Context: an optimization exercise on an open-source flow, tuned for small area. The choices shown serve that exercise and are no tape-out recipe.
Function was checked by simulation only, so behaviour that the tests miss may differ from the original.
Power is estimated from default activity; no workload was simulated.

==> design/flow/design.v <==
module servo_sched (
    input  wire        clk,
    input  wire        rst,       
    input  wire        tick,      
    input  wire [3:0]  en,        
    input  wire [31:0] pt,        
    output reg  [3:0]  pin
);
    localparam [1:0] PH_SET_HIGH = 2'd0;
    localparam [1:0] PH_WAIT_PRE = 2'd1;
    localparam [1:0] PH_SET_LOW  = 2'd2;
    localparam [1:0] PH_WAIT_END = 2'd3;
    reg  [7:0] rem;
    reg  [1:0] ph;
    reg  [1:0] cur;
    wire       match   = (rem == 8'd1);
    wire [1:0] cur_adv = cur + 2'd1;
    wire [7:0] pt_cur  = pt[8*cur +: 8];
    wire       long_p  = pt_cur[7] & pt_cur[6];    
    always @(posedge clk) begin
        if (rst) begin
            rem <= 8'd0;
            ph  <= PH_SET_HIGH;
            cur <= 2'd0;
            pin <= 4'd0;
        end else if (tick) begin
            rem <= rem - 8'd1;
            if (match) begin
                case (ph)
                    PH_SET_HIGH: begin
                        cur <= cur_adv;
                        if (en[cur_adv])
                            pin[cur_adv] <= 1'b1;
                        rem <= 8'd62;
                        ph  <= PH_WAIT_PRE;
                    end
                    PH_WAIT_PRE: begin
                        rem <= (pt_cur == 8'd0) ? 8'd1 : pt_cur;
                        ph  <= PH_SET_LOW;
                    end
                    PH_SET_LOW: begin
                        if (en[cur])
                            pin[cur] <= 1'b0;
                        rem <= 8'd191 - pt_cur + {7'd0, long_p};
                        ph  <= long_p ? PH_SET_HIGH : PH_WAIT_END;
                    end
                    default: begin
                        rem <= 8'd255;
                        ph  <= PH_SET_HIGH;
                    end
                endcase
            end
        end
    end
endmodule
module servo_deg_of_pt (
    input  wire [7:0] a,
    output reg  [7:0] y
);
    always @* begin
        case (a)
            8'd0: y = 8'd0;
            8'd1: y = 8'd0;
            8'd2: y = 8'd0;
            8'd3: y = 8'd0;
            8'd4: y = 8'd0;
            8'd5: y = 8'd1;
            8'd6: y = 8'd2;
            8'd7: y = 8'd2;
            8'd8: y = 8'd3;
            8'd9: y = 8'd4;
            8'd10: y = 8'd5;
            8'd11: y = 8'd5;
            8'd12: y = 8'd6;
            8'd13: y = 8'd7;
            8'd14: y = 8'd8;
            8'd15: y = 8'd9;
            8'd16: y = 8'd9;
            8'd17: y = 8'd10;
            8'd18: y = 8'd11;
            8'd19: y = 8'd12;
            8'd20: y = 8'd12;
            8'd21: y = 8'd13;
            8'd22: y = 8'd14;
            8'd23: y = 8'd15;
            8'd24: y = 8'd16;
            8'd25: y = 8'd16;
            8'd26: y = 8'd17;
            8'd27: y = 8'd18;
            8'd28: y = 8'd19;
            8'd29: y = 8'd19;
            8'd30: y = 8'd20;
            8'd31: y = 8'd21;
            8'd32: y = 8'd22;
            8'd33: y = 8'd23;
            8'd34: y = 8'd23;
            8'd35: y = 8'd24;
            8'd36: y = 8'd25;
            8'd37: y = 8'd26;
            8'd38: y = 8'd26;
            8'd39: y = 8'd27;
            8'd40: y = 8'd28;
            8'd41: y = 8'd29;
            8'd42: y = 8'd29;
            8'd43: y = 8'd30;
            8'd44: y = 8'd31;
            8'd45: y = 8'd32;
            8'd46: y = 8'd33;
            8'd47: y = 8'd33;
            8'd48: y = 8'd34;
            8'd49: y = 8'd35;
            8'd50: y = 8'd36;
            8'd51: y = 8'd36;
            8'd52: y = 8'd37;
            8'd53: y = 8'd38;
            8'd54: y = 8'd39;
            8'd55: y = 8'd40;
            8'd56: y = 8'd40;
            8'd57: y = 8'd41;
            8'd58: y = 8'd42;
            8'd59: y = 8'd43;
            8'd60: y = 8'd43;
            8'd61: y = 8'd44;
            8'd62: y = 8'd45;
            8'd63: y = 8'd46;
            8'd64: y = 8'd47;
            8'd65: y = 8'd47;
            8'd66: y = 8'd48;
            8'd67: y = 8'd49;
            8'd68: y = 8'd50;
            8'd69: y = 8'd50;
            8'd70: y = 8'd51;
            8'd71: y = 8'd52;
            8'd72: y = 8'd53;
            8'd73: y = 8'd54;
            8'd74: y = 8'd54;
            8'd75: y = 8'd55;
            8'd76: y = 8'd56;
            8'd77: y = 8'd57;
            8'd78: y = 8'd57;
            8'd79: y = 8'd58;
            8'd80: y = 8'd59;
            8'd81: y = 8'd60;
            8'd82: y = 8'd61;
            8'd83: y = 8'd61;
            8'd84: y = 8'd62;
            8'd85: y = 8'd63;
            8'd86: y = 8'd64;
            8'd87: y = 8'd64;
            8'd88: y = 8'd65;
            8'd89: y = 8'd66;
            8'd90: y = 8'd67;
            8'd91: y = 8'd68;
            8'd92: y = 8'd68;
            8'd93: y = 8'd69;
            8'd94: y = 8'd70;
            8'd95: y = 8'd71;
            8'd96: y = 8'd71;
            8'd97: y = 8'd72;
            8'd98: y = 8'd73;
            8'd99: y = 8'd74;
            8'd100: y = 8'd74;
            8'd101: y = 8'd75;
            8'd102: y = 8'd76;
            8'd103: y = 8'd77;
            8'd104: y = 8'd78;
            8'd105: y = 8'd78;
            8'd106: y = 8'd79;
            8'd107: y = 8'd80;
            8'd108: y = 8'd81;
            8'd109: y = 8'd81;
            8'd110: y = 8'd82;
            8'd111: y = 8'd83;
            8'd112: y = 8'd84;
            8'd113: y = 8'd85;
            8'd114: y = 8'd85;
            8'd115: y = 8'd86;
            8'd116: y = 8'd87;
            8'd117: y = 8'd88;
            8'd118: y = 8'd88;
            8'd119: y = 8'd89;
            8'd120: y = 8'd90;
            8'd121: y = 8'd91;
            8'd122: y = 8'd92;
            8'd123: y = 8'd92;
            8'd124: y = 8'd93;
            8'd125: y = 8'd94;
            8'd126: y = 8'd95;
            8'd127: y = 8'd95;
            8'd128: y = 8'd96;
            8'd129: y = 8'd97;
            8'd130: y = 8'd98;
            8'd131: y = 8'd99;
            8'd132: y = 8'd99;
            8'd133: y = 8'd100;
            8'd134: y = 8'd101;
            8'd135: y = 8'd102;
            8'd136: y = 8'd102;
            8'd137: y = 8'd103;
            8'd138: y = 8'd104;
            8'd139: y = 8'd105;
            8'd140: y = 8'd106;
            8'd141: y = 8'd106;
            8'd142: y = 8'd107;
            8'd143: y = 8'd108;
            8'd144: y = 8'd109;
            8'd145: y = 8'd109;
            8'd146: y = 8'd110;
            8'd147: y = 8'd111;
            8'd148: y = 8'd112;
            8'd149: y = 8'd113;
            8'd150: y = 8'd113;
            8'd151: y = 8'd114;
            8'd152: y = 8'd115;
            8'd153: y = 8'd116;
            8'd154: y = 8'd116;
            8'd155: y = 8'd117;
            8'd156: y = 8'd118;
            8'd157: y = 8'd119;
            8'd158: y = 8'd119;
            8'd159: y = 8'd120;
            8'd160: y = 8'd121;
            8'd161: y = 8'd122;
            8'd162: y = 8'd123;
            8'd163: y = 8'd123;
            8'd164: y = 8'd124;
            8'd165: y = 8'd125;
            8'd166: y = 8'd126;
            8'd167: y = 8'd126;
            8'd168: y = 8'd127;
            8'd169: y = 8'd128;
            8'd170: y = 8'd129;
            8'd171: y = 8'd130;
            8'd172: y = 8'd130;
            8'd173: y = 8'd131;
            8'd174: y = 8'd132;
            8'd175: y = 8'd133;
            8'd176: y = 8'd133;
            8'd177: y = 8'd134;
            8'd178: y = 8'd135;
            8'd179: y = 8'd136;
            8'd180: y = 8'd137;
            8'd181: y = 8'd137;
            8'd182: y = 8'd138;
            8'd183: y = 8'd139;
            8'd184: y = 8'd140;
            8'd185: y = 8'd140;
            8'd186: y = 8'd141;
            8'd187: y = 8'd142;
            8'd188: y = 8'd143;
            8'd189: y = 8'd144;
            8'd190: y = 8'd144;
            8'd191: y = 8'd145;
            8'd192: y = 8'd146;
            8'd193: y = 8'd147;
            8'd194: y = 8'd147;
            8'd195: y = 8'd148;
            8'd196: y = 8'd149;
            8'd197: y = 8'd150;
            8'd198: y = 8'd151;
            8'd199: y = 8'd151;
            8'd200: y = 8'd152;
            8'd201: y = 8'd153;
            8'd202: y = 8'd154;
            8'd203: y = 8'd154;
            8'd204: y = 8'd155;
            8'd205: y = 8'd156;
            8'd206: y = 8'd157;
            8'd207: y = 8'd158;
            8'd208: y = 8'd158;
            8'd209: y = 8'd159;
            8'd210: y = 8'd160;
            8'd211: y = 8'd161;
            8'd212: y = 8'd161;
            8'd213: y = 8'd162;
            8'd214: y = 8'd163;
            8'd215: y = 8'd164;
            8'd216: y = 8'd164;
            8'd217: y = 8'd165;
            8'd218: y = 8'd166;
            8'd219: y = 8'd167;
            8'd220: y = 8'd168;
            8'd221: y = 8'd168;
            8'd222: y = 8'd169;
            8'd223: y = 8'd170;
            8'd224: y = 8'd171;
            8'd225: y = 8'd171;
            8'd226: y = 8'd172;
            8'd227: y = 8'd173;
            8'd228: y = 8'd174;
            8'd229: y = 8'd175;
            8'd230: y = 8'd175;
            8'd231: y = 8'd176;
            8'd232: y = 8'd177;
            8'd233: y = 8'd178;
            8'd234: y = 8'd178;
            8'd235: y = 8'd179;
            8'd236: y = 8'd180;
            8'd237: y = 8'd181;
            8'd238: y = 8'd182;
            8'd239: y = 8'd182;
            8'd240: y = 8'd183;
            8'd241: y = 8'd184;
            8'd242: y = 8'd185;
            8'd243: y = 8'd185;
            8'd244: y = 8'd186;
            8'd245: y = 8'd187;
            8'd246: y = 8'd188;
            8'd247: y = 8'd189;
            8'd248: y = 8'd189;
            8'd249: y = 8'd190;
            8'd250: y = 8'd191;
            8'd251: y = 8'd192;
            8'd252: y = 8'd192;
            8'd253: y = 8'd193;
            8'd254: y = 8'd194;
            8'd255: y = 8'd195;
        endcase
    end
endmodule
module servo_pt_of_deg (
    input  wire [7:0] a,
    output reg  [7:0] y
);
    always @* begin
        case (a)
            8'd0: y = 8'd4;
            8'd1: y = 8'd5;
            8'd2: y = 8'd6;
            8'd3: y = 8'd7;
            8'd4: y = 8'd9;
            8'd5: y = 8'd10;
            8'd6: y = 8'd11;
            8'd7: y = 8'd13;
            8'd8: y = 8'd14;
            8'd9: y = 8'd15;
            8'd10: y = 8'd16;
            8'd11: y = 8'd18;
            8'd12: y = 8'd19;
            8'd13: y = 8'd20;
            8'd14: y = 8'd22;
            8'd15: y = 8'd23;
            8'd16: y = 8'd24;
            8'd17: y = 8'd25;
            8'd18: y = 8'd27;
            8'd19: y = 8'd28;
            8'd20: y = 8'd29;
            8'd21: y = 8'd31;
            8'd22: y = 8'd32;
            8'd23: y = 8'd33;
            8'd24: y = 8'd34;
            8'd25: y = 8'd36;
            8'd26: y = 8'd37;
            8'd27: y = 8'd38;
            8'd28: y = 8'd40;
            8'd29: y = 8'd41;
            8'd30: y = 8'd42;
            8'd31: y = 8'd43;
            8'd32: y = 8'd45;
            8'd33: y = 8'd46;
            8'd34: y = 8'd47;
            8'd35: y = 8'd49;
            8'd36: y = 8'd50;
            8'd37: y = 8'd51;
            8'd38: y = 8'd52;
            8'd39: y = 8'd54;
            8'd40: y = 8'd55;
            8'd41: y = 8'd56;
            8'd42: y = 8'd58;
            8'd43: y = 8'd59;
            8'd44: y = 8'd60;
            8'd45: y = 8'd62;
            8'd46: y = 8'd63;
            8'd47: y = 8'd64;
            8'd48: y = 8'd65;
            8'd49: y = 8'd67;
            8'd50: y = 8'd68;
            8'd51: y = 8'd69;
            8'd52: y = 8'd71;
            8'd53: y = 8'd72;
            8'd54: y = 8'd73;
            8'd55: y = 8'd74;
            8'd56: y = 8'd76;
            8'd57: y = 8'd77;
            8'd58: y = 8'd78;
            8'd59: y = 8'd80;
            8'd60: y = 8'd81;
            8'd61: y = 8'd82;
            8'd62: y = 8'd83;
            8'd63: y = 8'd85;
            8'd64: y = 8'd86;
            8'd65: y = 8'd87;
            8'd66: y = 8'd89;
            8'd67: y = 8'd90;
            8'd68: y = 8'd91;
            8'd69: y = 8'd92;
            8'd70: y = 8'd94;
            8'd71: y = 8'd95;
            8'd72: y = 8'd96;
            8'd73: y = 8'd98;
            8'd74: y = 8'd99;
            8'd75: y = 8'd100;
            8'd76: y = 8'd101;
            8'd77: y = 8'd103;
            8'd78: y = 8'd104;
            8'd79: y = 8'd105;
            8'd80: y = 8'd107;
            8'd81: y = 8'd108;
            8'd82: y = 8'd109;
            8'd83: y = 8'd110;
            8'd84: y = 8'd112;
            8'd85: y = 8'd113;
            8'd86: y = 8'd114;
            8'd87: y = 8'd116;
            8'd88: y = 8'd117;
            8'd89: y = 8'd118;
            8'd90: y = 8'd120;
            8'd91: y = 8'd121;
            8'd92: y = 8'd122;
            8'd93: y = 8'd123;
            8'd94: y = 8'd125;
            8'd95: y = 8'd126;
            8'd96: y = 8'd127;
            8'd97: y = 8'd129;
            8'd98: y = 8'd130;
            8'd99: y = 8'd131;
            8'd100: y = 8'd132;
            8'd101: y = 8'd134;
            8'd102: y = 8'd135;
            8'd103: y = 8'd136;
            8'd104: y = 8'd138;
            8'd105: y = 8'd139;
            8'd106: y = 8'd140;
            8'd107: y = 8'd141;
            8'd108: y = 8'd143;
            8'd109: y = 8'd144;
            8'd110: y = 8'd145;
            8'd111: y = 8'd147;
            8'd112: y = 8'd148;
            8'd113: y = 8'd149;
            8'd114: y = 8'd150;
            8'd115: y = 8'd152;
            8'd116: y = 8'd153;
            8'd117: y = 8'd154;
            8'd118: y = 8'd156;
            8'd119: y = 8'd157;
            8'd120: y = 8'd158;
            8'd121: y = 8'd159;
            8'd122: y = 8'd161;
            8'd123: y = 8'd162;
            8'd124: y = 8'd163;
            8'd125: y = 8'd165;
            8'd126: y = 8'd166;
            8'd127: y = 8'd167;
            8'd128: y = 8'd168;
            8'd129: y = 8'd170;
            8'd130: y = 8'd171;
            8'd131: y = 8'd172;
            8'd132: y = 8'd174;
            8'd133: y = 8'd175;
            8'd134: y = 8'd176;
            8'd135: y = 8'd178;
            8'd136: y = 8'd179;
            8'd137: y = 8'd180;
            8'd138: y = 8'd181;
            8'd139: y = 8'd183;
            8'd140: y = 8'd184;
            8'd141: y = 8'd185;
            8'd142: y = 8'd187;
            8'd143: y = 8'd188;
            8'd144: y = 8'd189;
            8'd145: y = 8'd190;
            8'd146: y = 8'd192;
            8'd147: y = 8'd193;
            8'd148: y = 8'd194;
            8'd149: y = 8'd196;
            8'd150: y = 8'd197;
            8'd151: y = 8'd198;
            8'd152: y = 8'd199;
            8'd153: y = 8'd201;
            8'd154: y = 8'd202;
            8'd155: y = 8'd203;
            8'd156: y = 8'd205;
            8'd157: y = 8'd206;
            8'd158: y = 8'd207;
            8'd159: y = 8'd208;
            8'd160: y = 8'd210;
            8'd161: y = 8'd211;
            8'd162: y = 8'd212;
            8'd163: y = 8'd214;
            8'd164: y = 8'd215;
            8'd165: y = 8'd216;
            8'd166: y = 8'd217;
            8'd167: y = 8'd219;
            8'd168: y = 8'd220;
            8'd169: y = 8'd221;
            8'd170: y = 8'd223;
            8'd171: y = 8'd224;
            8'd172: y = 8'd225;
            8'd173: y = 8'd226;
            8'd174: y = 8'd228;
            8'd175: y = 8'd229;
            8'd176: y = 8'd230;
            8'd177: y = 8'd232;
            8'd178: y = 8'd233;
            8'd179: y = 8'd234;
            8'd180: y = 8'd236;
            default: y = 8'bxxxxxxxx;
        endcase
    end
endmodule
module servo_mux (
    input  wire        clk,
    input  wire        rst,           
    input  wire        tick,          
    input  wire        host_valid,    
    input  wire        host_kind,     
    input  wire [27:0] host_word,
    output wire        host_ready,    
    output reg         resp_valid,
    output reg  [7:0]  rdata,
    output reg  [1:0]  status,
    output reg  [15:0] result,
    output wire [3:0]  pin
);
    localparam [1:0] ST_OK        = 2'd0;
    localparam [1:0] ST_BAD_INDEX = 2'd1;
    localparam [1:0] ST_BAD_VALUE = 2'd2;
    localparam [1:0] ST_UNREC     = 2'd3;
    localparam [2:0] RC_NONE    = 3'd0;    
    localparam [2:0] RC_R_FF    = 3'd1;    
    localparam [2:0] RC_R_EN    = 3'd2;    
    localparam [2:0] RC_R_PT    = 3'd3;    
    localparam [2:0] RC_Q_US    = 3'd4;    
    localparam [2:0] RC_Q_EN    = 3'd5;    
    localparam [2:0] RC_R_DEG   = 3'd6;    
    localparam [2:0] RC_Q_DEG   = 3'd7;    
    reg  [3:0]  en;
    reg  [31:0] pt;
    reg         rstp;
    reg  [6:0]  rstc;
    reg  [2:0]  rcode;
    reg  [1:0]  rch;
    wire cmd_reset = tick && rstp && (rstc == 7'd1);
    wire reset_all = rst || cmd_reset;
    assign host_ready = !rstp;
    wire accept = host_valid && !rstp;
    wire        reg_w    = host_word[16];
    wire [7:0]  reg_addr = host_word[15:8];
    wire [7:0]  data     = host_word[7:0];       
    wire [3:0]  op       = host_word[27:24];
    wire [7:0]  op_idx   = host_word[23:16];
    wire [15:0] op_arg   = host_word[15:0];
    wire [1:0]  ch       = host_kind ? op_idx[1:0] : reg_addr[1:0];
    wire a_lo      = (reg_addr[3:2] == 2'd0);
    wire cls_reset = (reg_addr == 8'h00);
    wire cls_en    = (reg_addr[7:4] == 4'h1) && a_lo;
    wire cls_pos   = (reg_addr[7:4] == 4'h2) && a_lo;
    wire cls_tick  = (reg_addr[7:4] == 4'h3) && a_lo;
    wire op_known  = (op <= 4'd6);
    wire idx_ok    = (op_idx[7:2] == 6'd0);
    wire op_go     = op_known && idx_ok;
    wire data_nz   = (data != 8'd0);
    wire deg8_ok   = (data <= 8'd180);
    wire arg_deg_ok = (op_arg[15:8] == 8'd0) && deg8_ok;
    wire us_ok     = (op_arg[15:12] == 4'd0) && (op_arg[11:9] != 3'd0) &&
                     (op_arg[11:9] <= 3'd4);
    wire [7:0] pt_of_us = {op_arg[10:9] - 2'd1, op_arg[8:3]};
    wire [7:0] pt_of_deg;
    servo_pt_of_deg u_ptdeg (.a(data), .y(pt_of_deg));
    reg        en_we, en_val, pt_we, rst_cmd;
    reg  [7:0] pt_val;
    reg  [1:0] st_n;
    reg  [2:0] rc_n;
    always @* begin
        en_we   = 1'b0;
        en_val  = 1'b0;
        pt_we   = 1'b0;
        pt_val  = pt_of_deg;
        rst_cmd = 1'b0;
        st_n    = ST_OK;
        rc_n    = RC_NONE;
        if (!host_kind) begin
            if (cls_reset) begin
                if (!reg_w) rc_n = RC_R_FF;
                else        rst_cmd = data_nz;
            end else if (cls_en) begin
                if (!reg_w) rc_n = RC_R_EN;
                else begin  en_we = 1'b1; en_val = data_nz; end
            end else if (cls_pos) begin
                if (!reg_w) rc_n = RC_R_DEG;
                else if (deg8_ok) pt_we = 1'b1;
                else st_n = ST_BAD_VALUE;
            end else if (cls_tick) begin
                if (!reg_w) rc_n = RC_R_PT;
                else begin  pt_we = 1'b1; pt_val = data; end
            end else begin
                if (!reg_w) rc_n = RC_R_FF;
                st_n = ST_UNREC;
            end
        end else begin
            if (!op_known)
                st_n = ST_UNREC;
            else if (!idx_ok)
                st_n = ST_BAD_INDEX;
            else begin
                case (op[2:0])
                    3'd0: begin en_we = 1'b1; en_val = 1'b1; end
                    3'd1: begin en_we = 1'b1; en_val = 1'b0; end
                    3'd2: rc_n = RC_Q_EN;
                    3'd3: begin
                        if (arg_deg_ok) pt_we = 1'b1;
                        else st_n = ST_BAD_VALUE;
                    end
                    3'd4: rc_n = RC_Q_DEG;
                    3'd5: begin
                        pt_val = pt_of_us;
                        if (us_ok) pt_we = 1'b1;
                        else st_n = ST_BAD_VALUE;
                    end
                    default: rc_n = RC_Q_US;
                endcase
            end
        end
    end
    always @(posedge clk) begin
        if (reset_all) begin
            en         <= 4'd0;
            pt         <= {4{8'd128}};
            rstp       <= 1'b0;
            resp_valid <= 1'b0;
        end else begin
            resp_valid <= accept;
            if (accept && rst_cmd)
                rstp <= 1'b1;
            if (accept && en_we)
                en[ch] <= en_val;
            if (accept && pt_we)
                pt[8*ch +: 8] <= pt_val;
        end
    end
    always @(posedge clk) begin
        if (accept && rst_cmd)
            rstc <= 7'd100;
        else if (tick)
            rstc <= rstc - 7'd1;
    end
    always @(posedge clk) begin
        status <= st_n;
        rcode  <= rc_n;
        rch    <= ch;
    end
    wire [7:0] pt_r = pt[8*rch +: 8];
    wire       en_r = en[rch];
    wire [7:0] deg_r;
    servo_deg_of_pt u_degpt (.a(pt_r), .y(deg_r));
    always @* begin
        rdata  = 8'd0;
        result = 16'd0;
        case (rcode)
            RC_R_FF:  rdata = 8'hFF;
            RC_R_EN:  rdata = {7'd0, en_r};
            RC_R_PT:  rdata = pt_r;
            RC_R_DEG: rdata = deg_r;
            RC_Q_EN:  result = {15'd0, en_r};
            RC_Q_DEG: result = {8'd0, deg_r};
            RC_Q_US:  result = {5'd0, {1'b0, pt_r} + 9'd64, 3'd0};
            default: ;
        endcase
    end
    servo_sched u_sched (
        .clk  (clk),
        .rst  (reset_all),
        .tick (tick),
        .en   (en),
        .pt   (pt),
        .pin  (pin)
    );
endmodule
==> design/flow/run.sh <==
#!/bin/bash
# synth_recipe.tcl (not shown) runs the flow's synth.tcl, then flattens the netlist and writes it again
# the make line also repeats each setting of config.mk as NAME=value (left out here)
make -C /OpenROAD-flow-scripts/flow DESIGN_CONFIG=/design/flow/config.mk WORK_HOME=/design/flow/orfs CLKGATE_MAP_FILE= SYNTH_SCRIPT=/design/flow/synth_recipe.tcl finish
==> design/flow/config.mk <==
export PLATFORM = sky130hd
export DESIGN_NAME = servo_mux
export DESIGN_NICKNAME = servo_mux
export VERILOG_FILES = /design/flow/design.v
export SDC_FILE = /design/flow/constraint.sdc
export NUM_CORES = 4
export LEC_CHECK = 0
export CAP_MARGIN = 20
export CORE_MARGIN = 2
export CORE_UTILIZATION = 40
export SLEW_MARGIN = 20
==> design/flow/constraint.sdc <==
create_clock -name core_clock -period 25.0 [get_ports {clk}]
set_input_delay 5.0000 -clock core_clock [delete_from_list [all_inputs] [get_ports {clk}]]
set_output_delay 5.0000 -clock core_clock [all_outputs]
set_load 0.01 [all_outputs]
==> load_flow_metrics.sql <==
INSERT INTO impl_metrics (metric_group, metric, value, unit) VALUES
('outcome', 'run_status', 'finished clean', ''),
('detailed_routing', 'detail_route.drc_violations', '0', ''),
('floorplanning', 'fp.coreArea', '19600', 'um2'),
('final_layout', 'diodes', '0', ''),
('grt', 'grt_antenna_before_repair', '0', ''),
('synth', 'synth_seq_area_share', '16.9', '%'),
('floorplanning', 'fp.dieH', '146', 'um'),
('power_and_ir_drop', 'power.clock.fraction', '39.6', '%'),
('synth', 'main_combinational_cell_family_by_area_after_synthesis', 'compound AO/OA/AOI/OAI gates', ''),
('power_and_ir_drop', 'power.internal', '0.000250', 'W'),
('clocking', 'tritoncts.num_buffers', '9', ''),
('synth', 'synth-xor-area-share', '1.85', '%'),
('clocking', 'cts_root_buf', 'sky130_fd_sc_hd__clkbuf_16', ''),
('synth', 'yosys-mux-area-fraction', '15.0', '%'),
('setup_path', 'critPathArrivalTime', '4.66', 'ns'),
('power_and_ir_drop', 'switchingPower', '0.000110', 'W'),
('power_and_ir_drop', 'irDropWorstVdd', '0.0296', 'mV'),
('floorplanning', 'ioPinCount', '65', ''),
('synth', 'leading_area_contributor_after_synthesis', 'sky130_fd_sc_hd__dfxtp_1', ''),
('sta', 'hold_ws', '0.480', 'ns'),
('hold_path', 'path_class_of_the_lowest_slack_min_delay_path', 'register to register', ''),
('detailed_routing', 'post_drt_via_cell_ratio', '6.31', ''),
('setup_path', 'timing.critical_path.slowest_cell_delay', '0.91', 'ns'),
('sta', 'slew_headroom', '26.7', '%'),
('sta', 'final_report_max_slew_violation_count', '0', ''),
('flow_run', 'max_cap_viol_count', '0', ''),
('detailed_routing', 'wl', '24.8', 'mm'),
('floorplanning', 'num_rows', '51', ''),
('power_and_ir_drop', 'power.leakage', '3.07', 'nW'),
('sta', 'finalSetupViolCount', '0', ''),
('grt', 'grt_pass1_vias', '7561', ''),
('floorplanning', 'chipWidth', '146', 'um'),
('hold_path', 'holdPathStages', '2', ''),
('clocking', 'htree_levels', '3', ''),
('synth', 'yosys_warnings', '4', ''),
('final_layout', 'layout-drive-gt1-share', '7.12', '%'),
('grt', 'grt_first_pass_wirelength', '40.2', 'mm'),
('detailed_routing', 'routed-via-count', '8322', ''),
('synth', 'mappedNetlistArea', '8040', 'um2'),
('placed_design', 'gp_routability_congestion', '0.873', ''),
('sta', 'final_hold_viol_count', '0', ''),
('detailed_routing', 'routedWlPerCell', '18.8', 'um'),
('setup_path', 'critical_path.startpoint_type', 'register', ''),
('synth', 'ff_latch_count_synth', '68', ''),
('clocking', 'clock_sink_count', '68', ''),
('synth', 'synth_cells', '1066', ''),
('placed_design', 'place_ws', '15.76', 'ns'),
('sta', 'finalCriticalPeriod', '9.66', 'ns'),
('placed_design', 'dp_hpwl', '17.3', 'mm'),
('floorplanning', 'die_area', '21300', 'um2'),
('final_layout', 'final_design_area_no_fill', '8930', 'um2'),
('sta', 'timing.final.ws_setup', '15.34', 'ns'),
('placed_design', 'place.port_buffers', '60', ''),
('clocking', 'cts_hold_buf', '0', ''),
('synth', 'synth_simple_gate_area_share', '21.3', '%'),
('sta', 'worst_pin_slew', '1.10', 'ns'),
('sta', 'max_freq', '103', 'MHz'),
('synth', 'synth_cell_types', '86', ''),
('power_and_ir_drop', 'power-per-cell-area', '40.3', 'nW/um2'),
('sta', 'final_min_period_over_clock_period', '38.7', '%'),
('detailed_routing', 'firstDrtPassIters', '5', ''),
('setup_path', 'crit_path_max_fanout', '28', ''),
('synth', 'synth_largest_type_area_fraction', '16.9', '%'),
('sta', 'timing.setup.tns', '0', 'ns'),
('detailed_routing', 'final_ant_viol_nets', '0', ''),
('synth', 'number_of_enable_flip_flop_cells_after_synthesis', '0', ''),
('clocking', 'clock_tree.buffer_depth', '2', ''),
('synth', 'syn_area_per_cell', '7.54', 'um2'),
('synth', 'ys.flop_type', 'sky130_fd_sc_hd__dfxtp_1', ''),
('synth', 'synth.area.top_cells', 'sky130_fd_sc_hd__dfxtp_1, sky130_fd_sc_hd__mux4_2, sky130_fd_sc_hd__ha_1', ''),
('detailed_routing', 'drt-initial-drc-count', '614', '');
-- per-layer routing --
metal | vias up | global-route usage, % | wire (um)
li1 | 3992 | - | -
met1 | 3905 | 31.7 | 11200
met2 | 375 | 36.1 | 11300
met3 | 50 | 2.48 | 1640
met4 | 0 | 6.62 | 589
met5 | - | 0 | 0
-- final cells by class --
cell class | count | area, um2
Fill cell | 2027 | 10700
Tap cell | 265 | 332
Clock buffer | 11 | 253
Clock inverter | 5 | 82.6
Multi-Input combinational cell | 856 | 6070
Timing Repair Buffer | 69 | 658
Inverter | 45 | 171
Sequential cell | 68 | 1360
-- critical path: cells and delay by family, from the launching register on --
kind	cells	cell delay, ns
fa+ha+maj	1	0.53
compound gates	4	0.60
buf+inv	3	0.92
flops	1	0.91
mux	3	1.34
-- cell usage in the layout (no fill, tap or decap), types with 10 or more instances in the layout --
cell and n:
sky130_fd_sc_hd__a32o_1 11, sky130_fd_sc_hd__mux4_2 30, sky130_fd_sc_hd__nor3b_1 10, sky130_fd_sc_hd__nand2_1 84, sky130_fd_sc_hd__nor2_1 69, sky130_fd_sc_hd__and3_1 10
sky130_fd_sc_hd__o21ai_0 83, sky130_fd_sc_hd__o211ai_1 13, sky130_fd_sc_hd__inv_1 42, sky130_fd_sc_hd__nor2b_1 23, sky130_fd_sc_hd__a211oi_1 17, sky130_fd_sc_hd__clkdlybuf4s50_1 58
sky130_fd_sc_hd__dfxtp_1 68, sky130_fd_sc_hd__a31oi_1 22, sky130_fd_sc_hd__o21ai_1 26, sky130_fd_sc_hd__xnor2_1 13, sky130_fd_sc_hd__a21o_1 14, sky130_fd_sc_hd__nor3_1 16
sky130_fd_sc_hd__and2_1 13, sky130_fd_sc_hd__o22ai_1 15, sky130_fd_sc_hd__nand3_1 34, sky130_fd_sc_hd__mux2i_1 36, sky130_fd_sc_hd__nand2b_1 21, sky130_fd_sc_hd__a21oi_1 78
sky130_fd_sc_hd__nand4_1 12, sky130_fd_sc_hd__ha_1 36
-- cell families after synthesis --
logic type / count (synthesis)
AOI/OAI and AO/OA: 384
xor gates and xnor gates: 17
adders and majority gates: 37
and+or+nand+nor: 333
buffers and inverters: 145
muxes: 81
DFF: 68
other: 1
-- state kept, by name, indices dropped and copies added, names as in the netlist --
register     cells
u_sched.pin      4
u_sched.rem      8
u_sched.cur      2
u_sched.ph       2
pt              32
resp_valid       1
rcode            3
rch              2
status           2
rstc             7
rstp             1
en               4
-- through the flow --
stage	total power, W	std cells	utilization [%]
5_1_grt	0.000379	1319	45.6
6_report	0.000360	1319	45.6
4_1_cts	0.000361	1319	45.6
3_3_place_gp	0.000218	1303	43.9
2_1_floorplan	0.000194	1069	-
3_5_place_dp	0.000219	1303	43.9
-- worst paths after layout --
kind                                      from  slack [ns]              to
worst max-delay path                    rch[1]       15.34        rdata[1]
worst min-delay path                   rstc[1]        0.48         rstc[1]
worst max register to register  u_sched.cur[0]       21.86  u_sched.rem[7]
worst min register to register         rstc[1]        0.48         rstc[1]
-- synth_stat cells (17+ instances only) --
cell / n
sky130_fd_sc_hd__nand2_1: 84
sky130_fd_sc_hd__o21ai_0: 83
sky130_fd_sc_hd__a21oi_1: 78
sky130_fd_sc_hd__nor2_1: 69
sky130_fd_sc_hd__dfxtp_1: 68
sky130_fd_sc_hd__clkbuf_1: 58
sky130_fd_sc_hd__inv_1: 42
sky130_fd_sc_hd__ha_1: 36
sky130_fd_sc_hd__mux2i_1: 36
sky130_fd_sc_hd__nand3_1: 34
sky130_fd_sc_hd__mux4_2: 30
sky130_fd_sc_hd__buf_2: 27
sky130_fd_sc_hd__o21ai_1: 26
sky130_fd_sc_hd__nor2b_1: 23
sky130_fd_sc_hd__a31oi_1: 22
sky130_fd_sc_hd__nand2b_1: 21
sky130_fd_sc_hd__a211oi_1: 17
-- power groups by stage --
stage	Sequential [W]	Clock [W]	Combinational [W]
2_1_floorplan	0.000126	0	0.0000685
5_1_grt	0.000129	0.000149	0.000101
3_3_place_gp	0.000129	0	0.0000889
6_report	0.000127	0.000143	0.0000905
4_1_cts	0.000127	0.000144	0.0000902
3_5_place_dp	0.000129	0	0.0000896

what the ideal ports hide:
In the flow no input, the clock included, has a driving cell. The finished layout below was timed again as built, in two steps.
Step 1 sets driving cells, clkbuf_16 on the clock port and buf_2 on the other inputs (assumed; they add their load-dependent delay and slew).
Step 2 also shifts input and output timing later by t, the mid clock arrival at the registers, as if the neighbouring blocks saw the same clock.
Three values: no drivers, after step 1, after step 2; two values: the first two.
t, ns: 0.370
setup slack, ns: 15.336 / 15.298 / 15.668
worst hold slack (ns): 0.480 / 0.480 / 0.480
worst slew at a driven data input, ns: 0.04
pins driven straight from the clock port: 1
After both steps this run still meets setup and hold. For this run, drivers alone change the setup slack by -0.038 ns; drivers and shift together by +0.332 ns.
